From an optimization exercise on the open Yosys and OpenROAD flow, aimed at small area and few clock cycles; shortcuts taken in it are not production practice.
Function was checked by simulation only, so behaviour that the tests miss may differ from the original.

== the baseline ==
// l2c_hdlc
module l2c_hdlc (
    input  wire       clk,
    input  wire       rst,
    input  wire       tx_valid,
    input  wire [7:0] tx_data,
    input  wire       tx_last,
    input  wire       tx_bad_fcs,
    output wire       tx_ready,
    output reg        line_valid,
    output reg        line_level,
    input  wire       rx_valid,
    input  wire       rx_level,
    output reg        rx_byte_valid,
    output wire [7:0] rx_byte,
    output reg        rx_end_valid,
    output reg        rx_end_ok
);
==> module l2c_hdlc, before the edit <==
module l2c_hdlc (
    input  wire       clk,
    input  wire       rst,
    input  wire       tx_valid,
    input  wire [7:0] tx_data,
    input  wire       tx_last,
    input  wire       tx_bad_fcs,
    output wire       tx_ready,
    output reg        line_valid,
    output reg        line_level,
    input  wire       rx_valid,
    input  wire       rx_level,
    output reg        rx_byte_valid,
    output wire [7:0] rx_byte,
    output reg        rx_end_valid,
    output reg        rx_end_ok
);
    localparam [15:0] RES_Z = 16'h9F0B;
    localparam [15:0] RES_S = 16'hD92F;
    function [15:0] crc_bit;
        input [15:0] c;
        input        d;
        begin
            crc_bit = (c[0] ^ d) ? ((c >> 1) ^ 16'h8408) : (c >> 1);
        end
    endfunction
    function [2:0] inc3;
        input [2:0] x;
        begin
            inc3 = {x[2] ^ (x[1] & x[0]), x[1] ^ x[0], ~x[0]};
        end
    endfunction
    localparam [1:0] T_SFLAG = 2'd0,     
                     T_DATA  = 2'd1,
                     T_FCS   = 2'd2,
                     T_EFLAG = 2'd3;
    reg [1:0]  t_state;
    reg [3:0]  t_cnt;        
    reg [2:0]  t_stuff;      
    reg [15:0] t_crc;
    reg        t_bad;
    wire t_owe  = (t_stuff == 3'd5);             
    wire t_dbit = tx_data[t_cnt[2:0]];
    wire t_fbit = t_crc[0] ^ ~t_bad;
    wire t_flagbit = (t_cnt[2:0] != 3'd0) && (t_cnt[2:0] != 3'd7);
    assign tx_ready = (t_state == T_DATA) && !t_owe && (t_cnt[2:0] == 3'd7);
    reg t_send, t_b;
    always @(*) begin
        t_send = 1'b0;
        t_b    = 1'b0;
        if (t_owe && (t_state == T_DATA || t_state == T_FCS || t_state == T_EFLAG)) begin
            t_send = 1'b1;
            t_b    = 1'b0;
        end else begin
            case (t_state)
                T_SFLAG: begin t_send = tx_valid || (t_cnt[2:0] != 3'd0); t_b = t_flagbit; end
                T_DATA:  begin t_send = tx_valid;                          t_b = t_dbit;    end
                T_FCS:   begin t_send = 1'b1;                              t_b = t_fbit;    end
                default: begin t_send = 1'b1;                              t_b = t_flagbit; end
            endcase
        end
    end
    always @(posedge clk) begin
        if (rst) begin
            t_state    <= T_SFLAG;
            t_cnt      <= 4'd0;
            t_stuff    <= 3'd0;
            line_valid <= 1'b0;
            line_level <= 1'b0;
        end else begin
            line_valid <= t_send;
            if (t_send && !t_b)
                line_level <= ~line_level;
            if (t_owe && t_state != T_SFLAG) begin
                t_stuff <= 3'd0;
            end else begin
                case (t_state)
                    T_SFLAG: begin
                        t_crc   <= 16'hFFFF;
                        t_stuff <= 3'd0;
                        if (t_send) begin
                            t_cnt <= {1'b0, inc3(t_cnt[2:0])};
                            if (t_cnt[2:0] == 3'd7)
                                t_state <= T_DATA;
                        end
                    end
                    T_DATA: begin
                        if (tx_valid) begin
                            t_crc   <= crc_bit(t_crc, t_dbit);
                            t_stuff <= t_dbit ? inc3(t_stuff) : 3'd0;
                            t_cnt   <= {1'b0, inc3(t_cnt[2:0])};
                            if (t_cnt[2:0] == 3'd7 && tx_last) begin
                                t_bad   <= tx_bad_fcs;
                                t_state <= T_FCS;
                            end
                        end
                    end
                    T_FCS: begin
                        t_crc   <= crc_bit(t_crc, t_crc[0]);    
                        t_stuff <= t_fbit ? inc3(t_stuff) : 3'd0;
                        t_cnt   <= {t_cnt[3] ^ (t_cnt[2:0] == 3'd7), inc3(t_cnt[2:0])};
                        if (t_cnt == 4'd15)
                            t_state <= T_EFLAG;
                    end
                    default: begin
                        t_stuff <= 3'd0;
                        t_cnt   <= {1'b0, inc3(t_cnt[2:0])};
                        if (t_cnt[2:0] == 3'd7)
                            t_state <= T_SFLAG;
                    end
                endcase
            end
        end
    end
    reg        r_lvl;        
    reg [2:0]  r_ones;       
    reg        r_sync;       
    reg        r_stf;        
    reg [2:0]  r_bits;       
    reg [11:0] r_nb;         
    reg [7:0]  r_shift;      
    reg [15:0] r_crc;        
    assign rx_byte = r_shift;
    wire        r_bit   = (rx_level == r_lvl);       
    wire [2:0]  r_ones1 = (r_ones == 3'd7) ? 3'd7 : inc3(r_ones);
    wire [2:0]  r_bits1 = inc3(r_bits);
    wire [11:0] r_nb1   = {r_nb[10:0], ~(r_nb[11] ^ r_nb[10])};
    wire r_abort = r_bit && (r_ones == 3'd6 || r_ones == 3'd7);
    wire r_flag  = !r_bit && (r_ones == 3'd6);
    wire r_app   = r_sync && (r_bit ? (r_ones[2] == 1'b0 || r_ones == 3'd4) : (r_ones != 3'd6 && r_ones != 3'd5));
    wire        r_aligned = (r_bits == 3'd6);
    wire        r_enough  = (r_nb[11:2] != 10'd0) || (r_nb[1:0] == 2'b10);
    wire        r_fcs_ok  = (r_crc == (r_stf ? RES_S : RES_Z));
    wire        r_have    = (r_nb != 12'd0);          
    wire        r_long    = (r_nb == 12'hF75) && (r_bits == 3'd6);
    always @(posedge clk) begin
        if (rst) begin
            r_lvl         <= 1'b0;
            r_ones        <= 3'd0;
            r_sync        <= 1'b0;
            rx_byte_valid <= 1'b0;
            rx_end_valid  <= 1'b0;
        end else begin
            rx_byte_valid <= 1'b0;
            rx_end_valid  <= 1'b0;
            if (rx_valid) begin
                r_lvl  <= rx_level;
                r_ones <= r_bit ? r_ones1 : 3'd0;
                if (!r_bit)
                    r_stf <= (r_ones == 3'd5);
                if (r_abort || r_flag) begin
                    if (r_sync && r_have) begin
                        rx_end_valid <= 1'b1;
                        rx_end_ok    <= r_flag && r_aligned && r_enough && r_fcs_ok;
                    end
                    r_sync <= r_flag;
                end
                if (r_flag) begin
                    r_bits <= 3'd0;
                    r_nb   <= 12'd0;
                    r_crc  <= 16'hFFFF;
                end
                if (r_app) begin
                    r_bits  <= r_bits1;
                    if (r_bits == 3'd7)
                        r_nb <= r_nb1;
                    r_shift <= {r_bit, r_shift[7:1]};
                    r_crc   <= crc_bit(r_crc, r_bit);
                    if (r_bits == 3'd7)
                        rx_byte_valid <= 1'b1;
                    if (r_long) begin
                        rx_end_valid <= 1'b1;
                        rx_end_ok    <= 1'b0;
                        r_sync       <= 1'b0;
                    end
                end
            end
        end
    end
endmodule
export LEC_CHECK = 0
export CAP_MARGIN = 20
export CORE_MARGIN = 2
export CORE_UTILIZATION = 40
export SLEW_MARGIN = 20
create_clock -name core_clock -period 5.0 [get_ports {clk}]
run.sh (not shown) runs the stock make flow with config.mk's settings and CLKGATE_MAP_FILE= SYNTH_SCRIPT=/design/flow/synth_recipe.tcl, a recipe that flattens the netlist after the stock synthesis.
Testbench counts of the baseline, summed over its fixed seeds: cycles 79,843.
Inputs modified between the baseline and the candidate:
--- a/flow/design.v
+++ b/flow/design.v
@@ -16,4 +16,5 @@
     output reg        rx_end_ok
 );
+    localparam [14:0] RX_MAX_ACC = 15'd16390;    
     localparam [15:0] RES_Z = 16'h9F0B;
     localparam [15:0] RES_S = 16'hD92F;
@@ -23,10 +24,4 @@
         begin
             crc_bit = (c[0] ^ d) ? ((c >> 1) ^ 16'h8408) : (c >> 1);
-        end
-    endfunction
-    function [2:0] inc3;
-        input [2:0] x;
-        begin
-            inc3 = {x[2] ^ (x[1] & x[0]), x[1] ^ x[0], ~x[0]};
         end
     endfunction
@@ -80,5 +75,5 @@
                         t_stuff <= 3'd0;
                         if (t_send) begin
-                            t_cnt <= {1'b0, inc3(t_cnt[2:0])};
+                            t_cnt <= {1'b0, t_cnt[2:0] + 3'd1};
                             if (t_cnt[2:0] == 3'd7)
                                 t_state <= T_DATA;
@@ -88,6 +83,6 @@
                         if (tx_valid) begin
                             t_crc   <= crc_bit(t_crc, t_dbit);
-                            t_stuff <= t_dbit ? inc3(t_stuff) : 3'd0;
-                            t_cnt   <= {1'b0, inc3(t_cnt[2:0])};
+                            t_stuff <= t_dbit ? t_stuff + 3'd1 : 3'd0;
+                            t_cnt   <= {1'b0, t_cnt[2:0] + 3'd1};
                             if (t_cnt[2:0] == 3'd7 && tx_last) begin
                                 t_bad   <= tx_bad_fcs;
@@ -98,6 +93,6 @@
                     T_FCS: begin
                         t_crc   <= crc_bit(t_crc, t_crc[0]);    
-                        t_stuff <= t_fbit ? inc3(t_stuff) : 3'd0;
-                        t_cnt   <= {t_cnt[3] ^ (t_cnt[2:0] == 3'd7), inc3(t_cnt[2:0])};
+                        t_stuff <= t_fbit ? t_stuff + 3'd1 : 3'd0;
+                        t_cnt   <= t_cnt + 4'd1;
                         if (t_cnt == 4'd15)
                             t_state <= T_EFLAG;
@@ -105,5 +100,5 @@
                     default: begin
                         t_stuff <= 3'd0;
-                        t_cnt   <= {1'b0, inc3(t_cnt[2:0])};
+                        t_cnt   <= {1'b0, t_cnt[2:0] + 3'd1};
                         if (t_cnt[2:0] == 3'd7)
                             t_state <= T_SFLAG;
@@ -117,21 +112,18 @@
     reg        r_sync;       
     reg        r_stf;        
-    reg [2:0]  r_bits;       
-    reg [11:0] r_nb;         
+    reg [14:0] r_len;        
     reg [7:0]  r_shift;      
     reg [15:0] r_crc;        
     assign rx_byte = r_shift;
     wire        r_bit   = (rx_level == r_lvl);       
-    wire [2:0]  r_ones1 = (r_ones == 3'd7) ? 3'd7 : inc3(r_ones);
-    wire [2:0]  r_bits1 = inc3(r_bits);
-    wire [11:0] r_nb1   = {r_nb[10:0], ~(r_nb[11] ^ r_nb[10])};
+    wire [2:0]  r_ones1 = (r_ones == 3'd7) ? 3'd7 : r_ones + 3'd1;
+    wire [14:0] r_len1  = r_len + 15'd1;
     wire r_abort = r_bit && (r_ones == 3'd6 || r_ones == 3'd7);
     wire r_flag  = !r_bit && (r_ones == 3'd6);
-    wire r_app   = r_sync && (r_bit ? (r_ones[2] == 1'b0 || r_ones == 3'd4) : (r_ones != 3'd6 && r_ones != 3'd5));
-    wire        r_aligned = (r_bits == 3'd6);
-    wire        r_enough  = (r_nb[11:2] != 10'd0) || (r_nb[1:0] == 2'b10);
+    wire r_app   = r_sync && (r_bit ? (r_ones < 3'd5) : (r_ones != 3'd6 && r_ones != 3'd5));
+    wire        r_aligned = (r_len[2:0] == 3'd6);
+    wire        r_enough  = (r_len[14:3] >= 12'd3);
     wire        r_fcs_ok  = (r_crc == (r_stf ? RES_S : RES_Z));
-    wire        r_have    = (r_nb != 12'd0);          
-    wire        r_long    = (r_nb == 12'hF75) && (r_bits == 3'd6);
+    wire        r_have    = (r_len >= 15'd8);        
     always @(posedge clk) begin
         if (rst) begin
@@ -157,17 +149,14 @@
                 end
                 if (r_flag) begin
-                    r_bits <= 3'd0;
-                    r_nb   <= 12'd0;
+                    r_len  <= 15'd0;
                     r_crc  <= 16'hFFFF;
                 end
                 if (r_app) begin
-                    r_bits  <= r_bits1;
-                    if (r_bits == 3'd7)
-                        r_nb <= r_nb1;
+                    r_len   <= r_len1;
                     r_shift <= {r_bit, r_shift[7:1]};
                     r_crc   <= crc_bit(r_crc, r_bit);
-                    if (r_bits == 3'd7)
+                    if (r_len1[2:0] == 3'd0)
                         rx_byte_valid <= 1'b1;
-                    if (r_long) begin
+                    if (r_len1 > RX_MAX_ACC) begin
                         rx_end_valid <= 1'b1;
                         rx_end_ok    <= 1'b0;
Findings:
Of the baseline and the candidate, the run reporting the lower post-synthesis sequential area ratio was the candidate. Number of standard cells in the layout, taps in and fillers out (the candidate / the baseline): 1.10. Comparing wire length for the baseline and the candidate, the smaller number came from the baseline. Compared with the baseline, the candidate shows a data required time at the worst endpoint that is 190 ps lower. Fmax: the candidate vs the baseline down about 4.5%. On minimum period implied by the final worst setup slack: the candidate sits above the baseline.
Testbench counts of the candidate, summed over its fixed seeds: cycles 79,843.

## re-timing with driven ports
In the flow no input, the clock included, has a driving cell. The finished layouts below were timed again as built, in two steps.
Step 1 (the two cells are an assumption about what drives the block):
set clk [get_ports {clk}]
set_driving_cell -lib_cell sky130_fd_sc_hd__clkbuf_16 $clk
set_driving_cell -lib_cell sky130_fd_sc_hd__buf_2 [delete_from_list [all_inputs] $clk]
Step 2, shift: input delay + t, output delay - t, t = (earliest + latest rising clock arrival at the registers) / 2. This alone moves slack from input paths to output paths.
Slacks: ideal ports / drivers / drivers and shift; pairs: ideal ports / drivers.
| run | t (ns) | setup WS [ns] | hold WS [ns] | latest minus earliest clock arrival (ns) | worst register clock-pin slew, ns |
|---|---|---|---|---|---|
| the baseline | 0.366 | 1.877 / 1.876 / 1.521 | 0.456 / 0.456 / 0.456 | 0.014 / 0.014 | 0.09 / 0.09 |
| the candidate | 0.362 | 1.730 / 1.737 / 1.374 | 0.454 / 0.454 / 0.454 | 0.013 / 0.013 | 0.08 / 0.08 |
After both steps setup and hold are still met in every run listed.
